Background: an optimization exercise with open tools, aiming at small area, a short achievable clock period and few clock cycles per item. Do not read the settings as production practice.
Where RTL was checked, it was by simulation tests only, not by an equivalence proof against the original.

==> module gf2_rank, before the edit <==
module gf2_rank (
    input  wire         clk,
    input  wire         rst,
    input  wire         start,
    input  wire [4:0]   rows_in,
    input  wire [5:0]   cols_in,
    output wire         ready,
    input  wire         row_valid,
    input  wire [31:0]  row_in,       
    output wire         row_ready,
    output reg          done,
    output wire [2:0]   err,
    output wire [5:0]   rank_out
);
    localparam NMAX = 32;
    localparam [NMAX-1:0] CUT = (32'd1 << 3) | (32'd1 << 9) | (32'd1 << 15) | (32'd1 << 21) | (32'd1 << 27);
    localparam FIRST = 3;              
    reg        loading;                    
    reg  [4:0] rem;                        
    reg        bad_r;                      
    reg        bad_q;                      
    reg  [4:0] cnt;                        
    reg  [4:0] rank_q;                     
    reg  [NMAX-1:0] valid;                 
    reg  [5:0] n_r;                        
    reg        init;                       
    reg        rdy;                        
    assign ready     = rdy;
    assign row_ready = loading;
    assign err       = {1'b0, bad_q, bad_q};
    assign rank_out  = {1'b0, rank_q};
    wire take      = row_valid & loading;
    wire take_last = take & (rem == 5'd1);
    wire flush     = rst | start;
    wire [NMAX*(NMAX+1)-1:0] rbus;
    wire [NMAX:0] lbus, pbus, ebus;
    assign rbus[NMAX-1:0] = row_in;
    assign lbus[0] = take;
    assign pbus[0] = take;
    assign ebus[0] = take_last;
    wire [NMAX-1:0] fin_v, now_v, pre_v;
    genvar c;
    generate
        for (c = 0; c < NMAX; c = c + 1) begin : col
            wire [NMAX-1:0] rin;
            wire            lin, pin, ein;
            if (c > 0 && CUT[c]) begin : pipe
                reg [NMAX-1:0] r;
                reg            l, p, e;
                always @(posedge clk) begin
                    r <= rbus[NMAX*c +: NMAX];
                    if (flush) begin
                        l <= 1'b0;
                        p <= 1'b0;
                        e <= 1'b0;
                    end else begin
                        l <= lbus[c];
                        p <= pbus[c];
                        e <= ebus[c];
                    end
                end
                assign rin = r;
                assign lin = l;
                assign pin = p;
                assign ein = e;
            end else begin : thru
                assign rin = rbus[NMAX*c +: NMAX];
                assign lin = lbus[c];
                assign pin = pbus[c];
                assign ein = ebus[c];
            end
            reg  [NMAX-1:0] slot;
            wire [NMAX-1:0] hi  = ~((32'd2 << c) - 32'd1);
            wire            hit = rin[c];
            wire            put = lin & hit & ~valid[c];
            wire            red = hit & valid[c];
            always @(posedge clk)
                if (put)
                    slot <= rin & hi;
            assign rbus[NMAX*(c+1) +: NMAX] = rin ^ ({NMAX{red}} & slot & hi);
            assign lbus[c+1] = lin & ~(hit & ~valid[c]);
            assign pbus[c+1] = pin;
            assign ebus[c+1] = ein;
            if (c < FIRST) begin : v0
                always @(posedge clk)
                    valid[c] <= (start & (cols_in <= c)) | (~start & (valid[c] | put));
            end else begin : v1
                always @(posedge clk)
                    valid[c] <= (init & (n_r <= c)) | (~init & (valid[c] | put));
            end
            if (c >= FIRST && (c == NMAX - 1 || CUT[c+1])) begin : cend
                wire sel;
                if (c == NMAX - 1)
                    assign sel = (n_r > lo(c));
                else if (lo(c) == FIRST)
                    assign sel = (n_r <= c + 1);
                else
                    assign sel = (n_r > lo(c)) & (n_r <= c + 1);
                wire lq, pq;
                if (c == NMAX - 1) begin : stat
                    reg l, p;
                    always @(posedge clk)
                        if (flush) begin
                            l <= 1'b0;
                            p <= 1'b0;
                        end else begin
                            l <= lbus[c+1];
                            p <= pbus[c+1];
                        end
                    assign lq = l;
                    assign pq = p;
                end else begin : nxt
                    assign lq = col[c+1].pipe.l;
                    assign pq = col[c+1].pipe.p;
                end
                assign fin_v[c] = sel & ebus[c+1];
                assign now_v[c] = sel & pbus[c+1] & ~lbus[c+1];
                assign pre_v[c] = sel & pq & ~lq;
            end else begin : cmid
                assign fin_v[c] = 1'b0;
                assign now_v[c] = 1'b0;
                assign pre_v[c] = 1'b0;
            end
        end
    endgenerate
    function integer lo;
        input integer c;
        integer i;
        begin
            lo = 0;
            for (i = 1; i <= c; i = i + 1)
                if (CUT[i])
                    lo = i;
        end
    endfunction
    wire fin = |fin_v;                     
    wire now = |now_v;                     
    wire pre = |pre_v;                     
    wire       clr   = start | bad_r;
    wire [4:0] acc   = cnt + {4'd0, pre};
    wire [4:0] rnk_1 = clr ? 5'd0 : acc + 5'd1;
    wire [4:0] rnk_0 = clr ? 5'd0 : acc;
    always @(posedge clk) begin
        if (rst) begin
            done    <= 1'b0;
            init    <= 1'b0;
        end else begin
            done <= (start && rows_in == 5'd0) || fin;
            init <= start;
        end
        rdy     <= rst | (start & (rows_in == 5'd0)) | (~start & (rdy | fin));
        loading <= ~rst & ((start & (rows_in != 5'd0)) | (~start & loading & ~take_last));
        bad_q   <= start ? ((rows_in > 5'd16) | (cols_in > 6'd32)) : bad_r;
        if (start) begin
            n_r   <= cols_in;
            rem   <= rows_in;
            bad_r <= (rows_in > 5'd16) || (cols_in > 6'd32);
        end else if (take) begin
            rem   <= rem - 5'd1;
        end
        cnt    <= start ? 5'd0 : acc;
        rank_q <= now ? rnk_1 : rnk_0;
    end
endmodule
Settings: LEC_CHECK=0, CAP_MARGIN=20, CORE_MARGIN=2, CORE_UTILIZATION=50, CTS_BUF_LIST=sky130_fd_sc_hd__clkbuf_8, CTS_CLUSTER_DIAMETER=80, CTS_CLUSTER_SIZE=16, SLEW_MARGIN=20; clock period 12.0 ns.
standard.sh (not shown) runs the stock make flow with config.mk's settings and CLKGATE_MAP_FILE= SYNTH_SCRIPT=/design/flow/synth_recipe.tcl, a recipe that flattens the netlist after the stock synthesis.
==> flow/flow/run.sh <==
#!/bin/bash
set -euo pipefail
bash standard.sh SETUP_SLACK_MARGIN=8.45 "BUFFER_PORTS_ARGS=-buffer_cell sky130_fd_sc_hd__buf_2" finish > make_finish.log 2>&1
The starting point ran to the end with no violations.
Testbench counts at the start, summed over its fixed seeds: cycles 12,029, items 960.
Rerun with:
--- a/flow/design.v
+++ b/flow/design.v
@@ -14,5 +14,5 @@
 );
     localparam NMAX = 32;
-    localparam [NMAX-1:0] CUT = (32'd1 << 3) | (32'd1 << 9) | (32'd1 << 15) | (32'd1 << 21) | (32'd1 << 27);
+    localparam [NMAX-1:0] CUT = (32'd1 << 3) | (32'd1 << 10) | (32'd1 << 17) | (32'd1 << 24);
     localparam FIRST = 3;              
     reg        loading;                    
After rerunning: The changed run passed the timing, design-rule and antenna checks. Clock skew is lower by 0.0054 ns. Utilization increases by 4.2 points. Wire length increases by about 10%. Design area came out higher by about 7%. Global-route usage goes up by 1.3 points. Setup slack loses 0.39 ns. Area after synthesis drops by about 1.7%.
Only the layout flow was run in the second run of this note; the RTL was not checked for function there.

-- static timing again, ports no longer ideal --
In the flow no input, the clock included, has a driving cell. The finished layouts below were timed again as built, in two steps. Step 1 (the two cells are an assumption about what drives the block):
set clk [get_ports {clk}]
set_driving_cell -lib_cell sky130_fd_sc_hd__clkbuf_16 $clk
set_driving_cell -lib_cell sky130_fd_sc_hd__buf_2 [delete_from_list [all_inputs] $clk]
Step 2 also shifts input and output timing later by t, the mid clock arrival at the registers, as if the neighbouring blocks saw the same clock. Three values: ideal, step 1, step 2; two values: the first two.
| run | shift t [ns] | slack for setup (ns) | pins driven straight from the clock port |
|---|---|---|---|
| the first run | 0.710 | 8.470 / 8.414 / 7.833 | 1 |
| the second run | 0.718 | 8.081 / 8.081 / 7.835 | 1 |
After both steps every run listed still meets setup and hold. For the first run, which loses most, drivers alone change the setup slack by -0.056 ns; drivers and shift together by -0.637 ns.
